Source: an optimization exercise on an open RTL-to-GDS flow (aim: small area, a short achievable clock period and few clock cycles per item). Production flows keep margins and buffers that such runs may drop.
Only simulation tests tie the RTL to the original design; equivalence was not proved.

==> flow/design.v (outline; a module is shown in full before it is edited, if it fits) <==
// module color_converter_gray: 14 lines
// module rgba_extract_scale: 49 lines
// module premul: 657 lines
// module booth_enc: 16 lines
// module prefix_add: 30 lines
// module hex_encoder: 30 lines
// module hex_chars: 26 lines
// module pxl_color_core: 102 lines
module pxl_color_core (
    input  wire         clk,
    input  wire         rst,
    input  wire         req_valid,
    output wire         req_ready,
    input  wire [4:0]   req_cmd,
    input  wire [255:0] req_data,
    output wire         rsp_valid,
    input  wire         rsp_ready,
    output wire         rsp_err,
    output wire [31:0]  rsp_r,
    output wire [31:0]  rsp_g,
    output wire [31:0]  rsp_b,
    output wire [31:0]  rsp_a,
    output wire [511:0] rsp_hex,
    output wire [6:0]   rsp_len
);
  // ...
==> flow/flow/run.sh <==
#!/bin/bash
# The standard layout, with repair_timing aiming for 17 ns of setup slack
# so that it optimises the critical paths, and
# the ports buffered with buf_2 cells; the clock period and constraints are
# the design's. Make's output goes to make.log; ORFS keeps each step's log
# under orfs/logs/.
set -euo pipefail
bash standard.sh SETUP_SLACK_MARGIN=17 "BUFFER_PORTS_ARGS=-buffer_cell sky130_fd_sc_hd__buf_2" finish > make.log 2>&1
==> flow/standard.sh <==
#!/bin/bash
# synth_recipe.tcl (not shown) runs the flow's synth.tcl, then flattens the netlist and writes it again
# the make line also repeats each setting of config.mk as NAME=value (left out here)
make -C /OpenROAD-flow-scripts/flow DESIGN_CONFIG=/design/flow/config.mk WORK_HOME=/design/flow/orfs CLKGATE_MAP_FILE= SYNTH_SCRIPT=/design/flow/synth_recipe.tcl "${@:-finish}"
==> flow/config.mk <==
export PLATFORM = sky130hd
export DESIGN_NAME = pxl_color_core
export DESIGN_NICKNAME = pxl_color_core
export VERILOG_FILES = /design/flow/design.v
export SDC_FILE = /design/flow/constraint.sdc
export NUM_CORES = 4
export LEC_CHECK = 0
export CAP_MARGIN = 20
export CORE_MARGIN = 2
export CORE_UTILIZATION = 55
export PLACE_DENSITY = 0.65
export SLEW_MARGIN = 20
==> flow/constraint.sdc <==
create_clock -name core_clock -period 24.0 [get_ports {clk}]
set_input_delay 4.8000 -clock core_clock [delete_from_list [all_inputs] [get_ports {clk}]]
set_output_delay 4.8000 -clock core_clock [all_outputs]
set_load 0.01 [all_outputs]
==> run notes, run 1 <==
* Crit path capture type: flop
* Vias in the first global route at 51500
* Status: finished clean
* Sequential cell area at 21600 um^2
* Nets at 7931
* Setup CP Type: in -> reg
* Fmax at 136 MHz
* Final hold vios at 0
* Met2 GRT Util at 63.3%
* Area Growth Syn to Fin at 16.6%
* RSZ-0062 raised after global routing: true
* TritonRoute pass-1 iters at 10
* PortBufs at 785
* Fraction of the mapped netlist area in compound gates at 17.7%
* GPL Wtd Cong at 1.05
* Post-route setup slack at 16.66 ns
* Antenna-violating nets left at 0
* DRC violations left at 0
* Total track usage at 44.3%
* HP Class: reg -> reg
* Buffering stage count on the worst path with inverters included at 4
* Rel. slew slack at 7.20%
* Sequential share of cell area at 29.5%
* Worst-Margin Slew at 1.39 ns
* Register area share after synthesis at 34.4%
* Synth cell types at 82
* Crit path time final at 7.34 ns
* Post-CTS Setup Repair Bufs at 142
* Most frequent cell after synthesis: inv_1
* Slowest cell on the critical path: clkinv_2
* Worst reg2reg path startpoint: d1[22]
* Die X at 342 um
* Clock Path Buffers at 3
* Core Area at 113000 um^2
* Setup Viol. Count Final at 0
Testbench counts, summed over its fixed seeds: cycles 9,616, items 9,600.
==> inputs of run 2 (changes only) <==
==> flow/flow/run.sh (replaced) <==
#!/bin/bash
# The standard layout, with repair_timing aiming for 17 ns of setup slack
# so that it optimises the critical paths, and
# the ports buffered with buf_1 cells; the clock period and constraints are
# the design's. Make's output goes to make.log; ORFS keeps each step's log
# under orfs/logs/.
set -euo pipefail
bash standard.sh SETUP_SLACK_MARGIN=17 "BUFFER_PORTS_ARGS=-buffer_cell sky130_fd_sc_hd__buf_1" finish > make.log 2>&1
--- a/flow/config.mk
+++ b/flow/config.mk
@@ -9,4 +9,5 @@
 export CORE_MARGIN = 2
 export CORE_UTILIZATION = 55
+export CTS_BUF_LIST = sky130_fd_sc_hd__clkbuf_4 sky130_fd_sc_hd__clkbuf_8
 export PLACE_DENSITY = 0.65
 export SLEW_MARGIN = 20
==> run notes, run 2 <==
* I/O pins at 915 (unchanged)
* Worst-path cell chain: buf_4, nor2_1, nor2_1, buf_2 (was buf_2, clkinv_2, buf_4, nor2_4, buf_6, nand2_1, o31ai_1)
* Routed length per instance at 31.3 um (was 31.2 um)
* Vias per cell at 6.41 (about the same)
* Die X at 342 um (unchanged)
* Post-Place Cells at 8174 (was 8169)
* RSZ-0062 raised after global routing: true (unchanged)
* TritonCTS clock tree: built (unchanged)
* Total track usage at 45.3% (was 44.3%)
* Most common library cells after synthesis: inv_1 (682), edfxtp_1 (537), xnor2_1 (448) (unchanged)
* Largest net degree at the start of global routing at 178 (was 133)
* Crit Path Max Fanout at 4 (was 44)
* Area share of the largest cell type after synthesis at 25.7% (unchanged)
* Met3 wire length at 41.9 mm (was 40.6 mm)
* Setup CP Type: reg -> out (was in -> reg)
* Synth area leaders: edfxtp_1 (26%), fa_1 (14%), dfxtp_1 (8.6%) (unchanged)
* Data required time of the worst path at 19.20 ns (was 24.44 ns)
* Crit path time final at 7.11 ns (was 7.34 ns)
* Largest area contributor in the netlist: edfxtp_1 (unchanged)
* Share of layout cells above drive strength 1 at 13.9% (was 22.2%)
* CTS buffer count at 135 (was 88)
* Most common cell after layout, fill and taps aside: buf_1 (was buf_2)
* Clock Path Buffers at 3 (unchanged)
* Critical path arrival at 2.31 ns (was 7.78 ns)
* Clk sinks at 808 (unchanged)
* Top delay family on crit path: flip-flops (was buffers and inverters)
* Slowest cell on the critical path: edfxtp_1 (was clkinv_2)
* CTS root buf: clkbuf_8 (was clkbuf_16)
* DRC violations left at 0 (unchanged)
* Largest regs: d1 (256), rsp_dig_q (256), sk_d (256) (unchanged)
* Final wirelength at 272 mm (was 266 mm)
* Non-Filler Instances at 8687 (was 8531)
* Launch point of the critical path: rsp_dig_q[1] (was req_cmd[4])
* Worst reg2reg path startpoint: d1[121] (was d1[22])
* FF+latch count, synth at 808 (unchanged)
* Later-pin clock latency in the skew report at 0.86 ns (was 0.73 ns)
* Synth Instances at 6286 (unchanged)
* Vias in the first global route at 52300 (was 51500)
* Most frequent cell after synthesis: inv_1 (unchanged)
* H-tree levels at 4 (was 3)
* GRT overflow at 0 (unchanged)
* Rel. slew slack at 21.8% (was 7.20%)
* GPL Wtd Cong at 1.01 (was 1.05)
* Syn Area/Cell at 9.98 um^2 (unchanged)
* Via count at 55700 (was 54700)
* Register area share after synthesis at 34.4% (unchanged)
* Die Y at 342 um (unchanged)
* Commonest cells after routing, fill and taps aside: buf_1 (761), inv_1 (664), edfxtp_1 (537) (was buf_2 (786), inv_1 (675), edfxtp_1 (537))
* Die area at 117000 um^2 (unchanged)
* Post-Route Skew at 0.0457 ns (was 0.0529 ns)
* TritonRoute pass-1 iters at 11 (was 10)
* PortBufs at 785 (unchanged)
* Slowest stage delay, CP at 0.60 ns (was 0.58 ns)
* Final hold vios at 0 (unchanged)
* Top Metal Used: met5 (unchanged)
* Post-synth top flop: edfxtp_1 (unchanged)
* Nets at 8054 (was 7931)
* Clock slew at reported path FFs at 0.06 ns (about the same)
* Max-cap viol count at 0 (unchanged)
* Async S/R FF share, synth at 0% (unchanged)
* Hold buffer count at CTS at 0 (unchanged)
* Initial Util at 55.6% (unchanged)
* Slew Viols, Final at 0 (unchanged)
* Antenna violations before repair at 26 (was 24)
* Setup Viol. Count Final at 0 (unchanged)
* Final period util at 29.6% (was 30.6%)
* Fmax at 141 MHz (was 136 MHz)
* Worst-Margin Slew at 1.17 ns (was 1.39 ns)
* Post-Route Setup TNS at 0 ns (unchanged)
* Site Rows at 123 (unchanged)
* Area Growth Syn to Fin at 16.2% (was 16.6%)
* HP Class: reg -> reg (unchanged)
* Synth cell types at 82 (unchanged)
* Most used cell along the critical path: nor2_1
* Crit path capture type: output port (was flop)
* Antenna-violating nets left at 0 (unchanged)
* Buffering stage count on the worst path with inverters included at 2 (was 4)
* CP startpoint kind: flop (was input pin)
* DP Wirelength at 189 mm (about the same)
* Status: finished clean (unchanged)
* Drt initial violations at 8387 (was 8134)
* Hold Startpoint: c1[11] (unchanged)
* Post-synth EDFFs at 537 (unchanged)
* Post-Syn Area at 62700 um^2 (unchanged)
* YS warnings at 8 (unchanged)
* Core Area at 113000 um^2 (unchanged)
* M1 WL at 97.6 mm (was 96.4 mm)
* Met2 wire length at 112 mm (was 111 mm)
* First-pass GRT wire length at 377 mm (was 369 mm)
## run 2: repair_timing
action,4_1_cts,5_1_grt
gates cloned,10,2
setup endpoints to repair,285,159
buffers inserted,206,33
pin swaps,50,56
resized for setup,189,167
## run 2: layout make-up
class | instances | area, um^2
antenna | 11 | 27.5
inverter | 694 | 2620
clock inverter | 37 | 408
timing repair buffer | 1191 | 7230
fill | 9409 | 39900
clock buffer | 210 | 2580
tap | 1500 | 1880
sequential | 808 | 21600
multi-input combinational | 4236 | 36600
## run 2: through the flow
| step | hold WS [ns] | util, % | instance area, um^2 | setup WS, ns |
|---|---|---|---|---|
| global placement | 0.404 | 58.5 | 66000 | 15.79 |
| finish | 0.418 | 64.6 | 72900 | 16.89 |
| detailed placement | 0.412 | 58.5 | 66000 | 15.72 |
| floorplan | 0.400 | - | 63200 | 14.65 |
| global route | 0.413 | 64.6 | 72900 | 16.71 |
| CTS | 0.403 | 63.7 | 71900 | 16.88 |
## run 2: per-layer routing
| metal | up-vias | track usage (%) |
|---|---|---|
| met5 | - | 0.858 |
| met4 | 11 | 26.9 |
| met3 | 967 | 18.1 |
| met2 | 4401 | 63.9 |
| met1 | 27200 | 58.4 |
| li1 | 23100 | - |
## run 2: worst paths after layout
check / to / slack (ns) / cells after the start
hold reg to reg: rsp_err_q / 0.42 / 0
hold / removal: rsp_err_q / 0.42 / 0
setup / recovery: rsp_hex[6] / 16.89 / 4
setup reg to reg: rsp_dig_q[21] / 16.90 / 25
## run 2: worst register-to-register path, delay by kind of cell, from the launching register on
kind                     cells  cell delay (ns)
AND/OR/NAND/NOR              4             1.17
flip-flops                   1             0.56
XOR/XNOR                     2             0.27
adder cells (fa/ha/maj)      7             3.15
buffers and inverters        6             0.58
AO/OA/AOI/OAI                6             1.05
## run 2: kinds of logic (layout without fill, tap and decap cells)
logic type | after synthesis | after routing | synth area share [%]
and+or+nand+nor | 1050 | 1050 | 7.97
DFF | 808 | 808 | 34.4
AOI/OAI and AO/OA | 1602 | 1602 | 17.7
xor gates and xnor gates | 531 | 531 | 7.41
adders and majority gates | 724 | 724 | 19.7
muxes | 200 | 200 | 3.52
buffers and inverters | 1370 | 2132 | 9.34
other | 1 | 140 | 0.00598

[re-timing with driven ports]
No port has a modelled driver above. Below, the same layouts with a new extraction and two added sets of constraints. Step 1 (the two cells are an assumption about what drives the block):
set clk [get_ports {clk}]
set_driving_cell -lib_cell sky130_fd_sc_hd__clkbuf_16 $clk
set_driving_cell -lib_cell sky130_fd_sc_hd__buf_2 [delete_from_list [all_inputs] $clk]
Step 2 moves the port delays by t, midway between the first and last clock arrival at a register: inputs arrive t later, outputs are due t later. That takes back most of the time a late clock gives input paths. Slacks: no drivers / after step 1 / after step 2; pairs: no drivers / after step 1.
| run | shift t [ns] | slack for setup (ns) | hold WS [ns] | worst slew at a driven data input, ns | pins driven straight from the clock port |
|---|---|---|---|---|---|
| run 1 | 0.775 | 16.661 / 16.713 / 15.938 | 0.429 / 0.429 / 0.429 | 0.09 | 1 |
| run 2 | 0.915 | 16.888 / 16.809 / 16.178 | 0.418 / 0.418 / 0.418 | 0.10 | 1 |
After both steps setup and hold are still met in every run listed. For run 1, which loses most, drivers alone change the setup slack by +0.052 ns; drivers and shift together by -0.723 ns.
